Source: an optimization exercise on an open RTL-to-GDS flow (aim: small area, a short achievable clock period and few clock cycles). Production flows keep margins and buffers that such runs may drop.
RTL that was checked went through simulation tests only; none was proved equivalent to the original.

== build 71 ==
==> flow/design.v (excerpt) <==
module pxe_core (
    input  wire        clk,
    input  wire        rst,
    input  wire        cmd_valid,
    output wire        cmd_ready,
    input  wire [4:0]  cmd_op,
    input  wire [31:0] cmd_key,
    input  wire [15:0] cmd_height,
    input  wire [15:0] cmd_width,
    input  wire        in_valid,
    output wire        in_ready,
    input  wire [23:0] in_data,
    output wire        out_valid,
    input  wire        out_ready,
    output wire [23:0] out_data,
    output wire        mem_ren_a,
    output wire [9:0]  mem_raddr_a,
    input  wire [31:0] mem_rdata_a,
    output wire        mem_ren_b,
    output wire [9:0]  mem_raddr_b,
    input  wire [31:0] mem_rdata_b,
    output wire        mem_we,
    output wire [9:0]  mem_waddr,
    output wire [31:0] mem_wdata
);
For scale: roughly 2600 cells after synthesis, about 150 flip-flops, about 19000 um2 of cells after synthesis.
Settings: LEC_CHECK=0, ABC_AREA=1, CAP_MARGIN=20, CORE_MARGIN=2, CORE_UTILIZATION=40, SETUP_SLACK_MARGIN=4.0, SLEW_MARGIN=20; clock period 9.0 ns.
standard.sh (not shown) runs the stock make flow with config.mk's settings and CLKGATE_MAP_FILE= SYNTH_SCRIPT=/design/flow/synth_recipe.tcl, a recipe that flattens the netlist after the stock synthesis.
==> flow/flow/run.sh <==
#!/bin/bash
# The standard layout, with the port buffers made of the smallest buffer
# cell instead of the delay buffer that buffer_ports picks by default.
set -e
export BUFFER_PORTS_ARGS="-buffer_cell sky130_fd_sc_hd__buf_1"
bash standard.sh > standard.log 2>&1
Having completed the whole flow, build 71 delivered a layout that passed the timing, DRC and antenna checks.
Testbench counts of build 71, summed over its fixed seeds: cycles 57,653.
The following lists how build 32 was set up differently from build 71:
Settings: ABC_AREA removed (was 1).
## What came out
First-iteration DRC count: build 32 vs build 71 down 122
Build 32 ended up with a lower via count of the first global-routing pass than build 71 did.
From build 71 to build 32 the numbers moved as follows: first-pass GRT wire length went down by 11%, die area went down by 2600 um2.
Of build 71 and build 32, the run reporting the lower routing usage on met3 was build 32.
The post-route minimum period in build 32 was lower than what build 71 gave.
Sort build 71 and build 32 by per-instance average area after synthesis, descending, and build 32 comes first.
The fraction of the cycle the final worst path needs was comparable across build 71 and build 32.
On total count of max-transition violations in the final report, build 71 and build 32 are basically level.
Build 32 has completed all stages; timing, DRC and antenna checks passed.
No stage failed in build 71, and the final checks on the layout all came back clean.
### build 32 -> build 35
Settings: changing SETUP_SLACK_MARGIN from 4.0 to 4.3.
### Flow results
Diff build 35 and build 32: logic depth of the worst path, buffers included higher in build 35
In build 35 relative to build 32, total wirelength of the detailed-routed design had gone up by a few percent.
In build 35, met1 wire length is higher than in build 32.
Input-level comparison between build 86 and build 35:
Settings: CTS_BUF_LIST: unset -> sky130_fd_sc_hd__clkbuf_4 sky130_fd_sc_hd__clkbuf_8; SETUP_SLACK_MARGIN: 4.3 -> 4.0.
Results
Overall die height: build 35 vs build 86 identical. The global-route wire length before repair in build 86 was lower than what build 35 gave. Compared with build 35, in build 86 final design area excluding fillers went down by 7.5%, setup slack shrank by 180 ps. Summary — period utilization, build 86 relative to build 35: higher, by 1.9 points. Summary: with build 35 as the reference, via count in build 86 moved down by a few percent. Build 86 ends up with a antenna diode count that is 1 higher than in build 35.


run A:
pxe_core, a different RTL version from the one above (not shown whole).
Size: ~2400 cells after synthesis, about 19000 um^2 of cells after synthesis.
==> flow/design.v (excerpt) <==
module pxe_core (
    input  wire        clk,
    input  wire        rst,
    input  wire        cmd_valid,
    output wire        cmd_ready,
    input  wire [4:0]  cmd_op,
    input  wire [31:0] cmd_key,
    input  wire [15:0] cmd_height,
    input  wire [15:0] cmd_width,
    input  wire        in_valid,
    output wire        in_ready,
    input  wire [23:0] in_data,
    output wire        out_valid,
    input  wire        out_ready,
    output wire [23:0] out_data,
    output wire        mem_ren_a,
    output wire [9:0]  mem_raddr_a,
    input  wire [31:0] mem_rdata_a,
    output wire        mem_ren_b,
    output wire [9:0]  mem_raddr_b,
    input  wire [31:0] mem_rdata_b,
    output wire        mem_we,
    output wire [9:0]  mem_waddr,
    output wire [31:0] mem_wdata
);
    localparam [1:0] S_IDLE   = 2'd0,
                     S_RESEED = 2'd1,    
                     S_DRAW   = 2'd2,
                     S_MATH   = 2'd3;
    localparam [1:0] P_J1  = 2'd0,    
                     P_J2  = 2'd1,    
  ...
clock: 9.0 ns
lec_check: 0
abc_area: 1
cap_margin: 20
core_margin: 2
core_utilization: 40
setup_slack_margin: 3.5
slew_margin: 20
run.sh (not shown) runs the stock make flow with config.mk's settings and CLKGATE_MAP_FILE= SYNTH_SCRIPT=/design/flow/synth_recipe.tcl, a recipe that flattens the netlist after the stock synthesis.
Stock flow here: none of the scripts above is used.
Per the final summary, run A finished and its layout is clean on timing, DRC and antenna.
Relative to run A, the following input files were edited for run B:
# run A
export LEC_CHECK = 0
export ABC_AREA = 1
export CAP_MARGIN = 20
export CORE_MARGIN = 2
export CORE_UTILIZATION = 40
export SETUP_SLACK_MARGIN = 3.5
export SLEW_MARGIN = 20
create_clock -name core_clock -period 9.0 [get_ports {clk}]
# run B
export LEC_CHECK = 0
export ABC_AREA = 1
export CAP_MARGIN = 20
export CORE_MARGIN = 2
export CORE_UTILIZATION = 40
export SETUP_SLACK_MARGIN = 3.0
export SLEW_MARGIN = 20
create_clock -name core_clock -period 9.0 [get_ports {clk}]
==> comparison <==
Run B finished every stage and its layout cleared the timing, DRC and antenna checks. Count of vias placed by the detailed router on run B is down relative to run A. [compare] base=run A new=run B: critical path depth went down 6, mean number of vias per cell held, area of all placed cells without fillers went down about 2%. Setup slack, run B and run A, lower one = run B.
What run C does differently from run B at the input level:
# run B
export LEC_CHECK = 0
export ABC_AREA = 1
export CAP_MARGIN = 20
export CORE_MARGIN = 2
export CORE_UTILIZATION = 40
export SETUP_SLACK_MARGIN = 3.0
export SLEW_MARGIN = 20
create_clock -name core_clock -period 9.0 [get_ports {clk}]
# run C
export LEC_CHECK = 0
export ABC_AREA = 1
export CAP_MARGIN = 20
export CORE_MARGIN = 2
export CORE_UTILIZATION = 40
export SETUP_SLACK_MARGIN = 4.0
export SLEW_MARGIN = 20
create_clock -name core_clock -period 9.0 [get_ports {clk}]
The final hold slack of run C and that of run B are within noise of each other. Design area: lower on run B. In run C relative to run B, number of global-route vias before repair had gone up by a few percent. [run C] ratio of cells with drive above 1 in the final layout rose 10 points relative to run B. On run C: antenna diode count is 2 higher than what run B gave. Changes observed in run C relative to run B: number of non-clock inverters level; routed wire length rose by 4000 um; global-route usage over all layers moved up. Relative to run B, met1 track demand over resource increased by 0.92 points in run C.
No run of this note included a check of the RTL's function; only the layout flow was run.

==> afterwards: timing with drivers on the ports <==
No port has a modelled driver above. Below, the same layouts with a new extraction and two added sets of constraints. Step 1: set_driving_cell puts a clkbuf_16 on clk and a buf_2 on each other input, an assumption about the parent block. Step 2 also shifts input and output timing later by t, the mid clock arrival at the registers, as if the neighbouring blocks saw the same clock. a / b / c = no drivers / after step 1 / after step 2; a / b = the first two.
run | t (ns) | setup WS [ns] | worst setup path at the end | clock arrival spread, ns | worst data-port slew with drivers (ns)
build 71 | 0.548 | 4.060 / 4.038 / 3.691 | input to register | 0.013 / 0.014 | 0.13
build 32 | 0.511 | 4.069 / 4.014 / 3.655 | input to register | 0.018 / 0.018 | 0.10
build 35 | 0.502 | 4.210 / 4.184 / 3.866 | input to register | 0.021 / 0.021 | 0.10
build 86 | 0.565 | 4.034 / 4.012 / 3.639 | input to register | 0.018 / 0.017 | 0.09
run A | 0.522 | 3.532 / 3.532 / 3.258 | input to register | 0.017 / 0.017 | 0.10
run B | 0.516 | 3.136 / 3.099 / 3.044 | input to register | 0.018 / 0.017 | 0.10
run C | 0.524 | 3.986 / 3.942 / 3.647 | input to register | 0.015 / 0.015 | 0.11
After both steps every run listed still meets setup and hold. For build 32, which loses most, drivers alone change the setup slack by -0.055 ns; drivers and shift together by -0.414 ns.
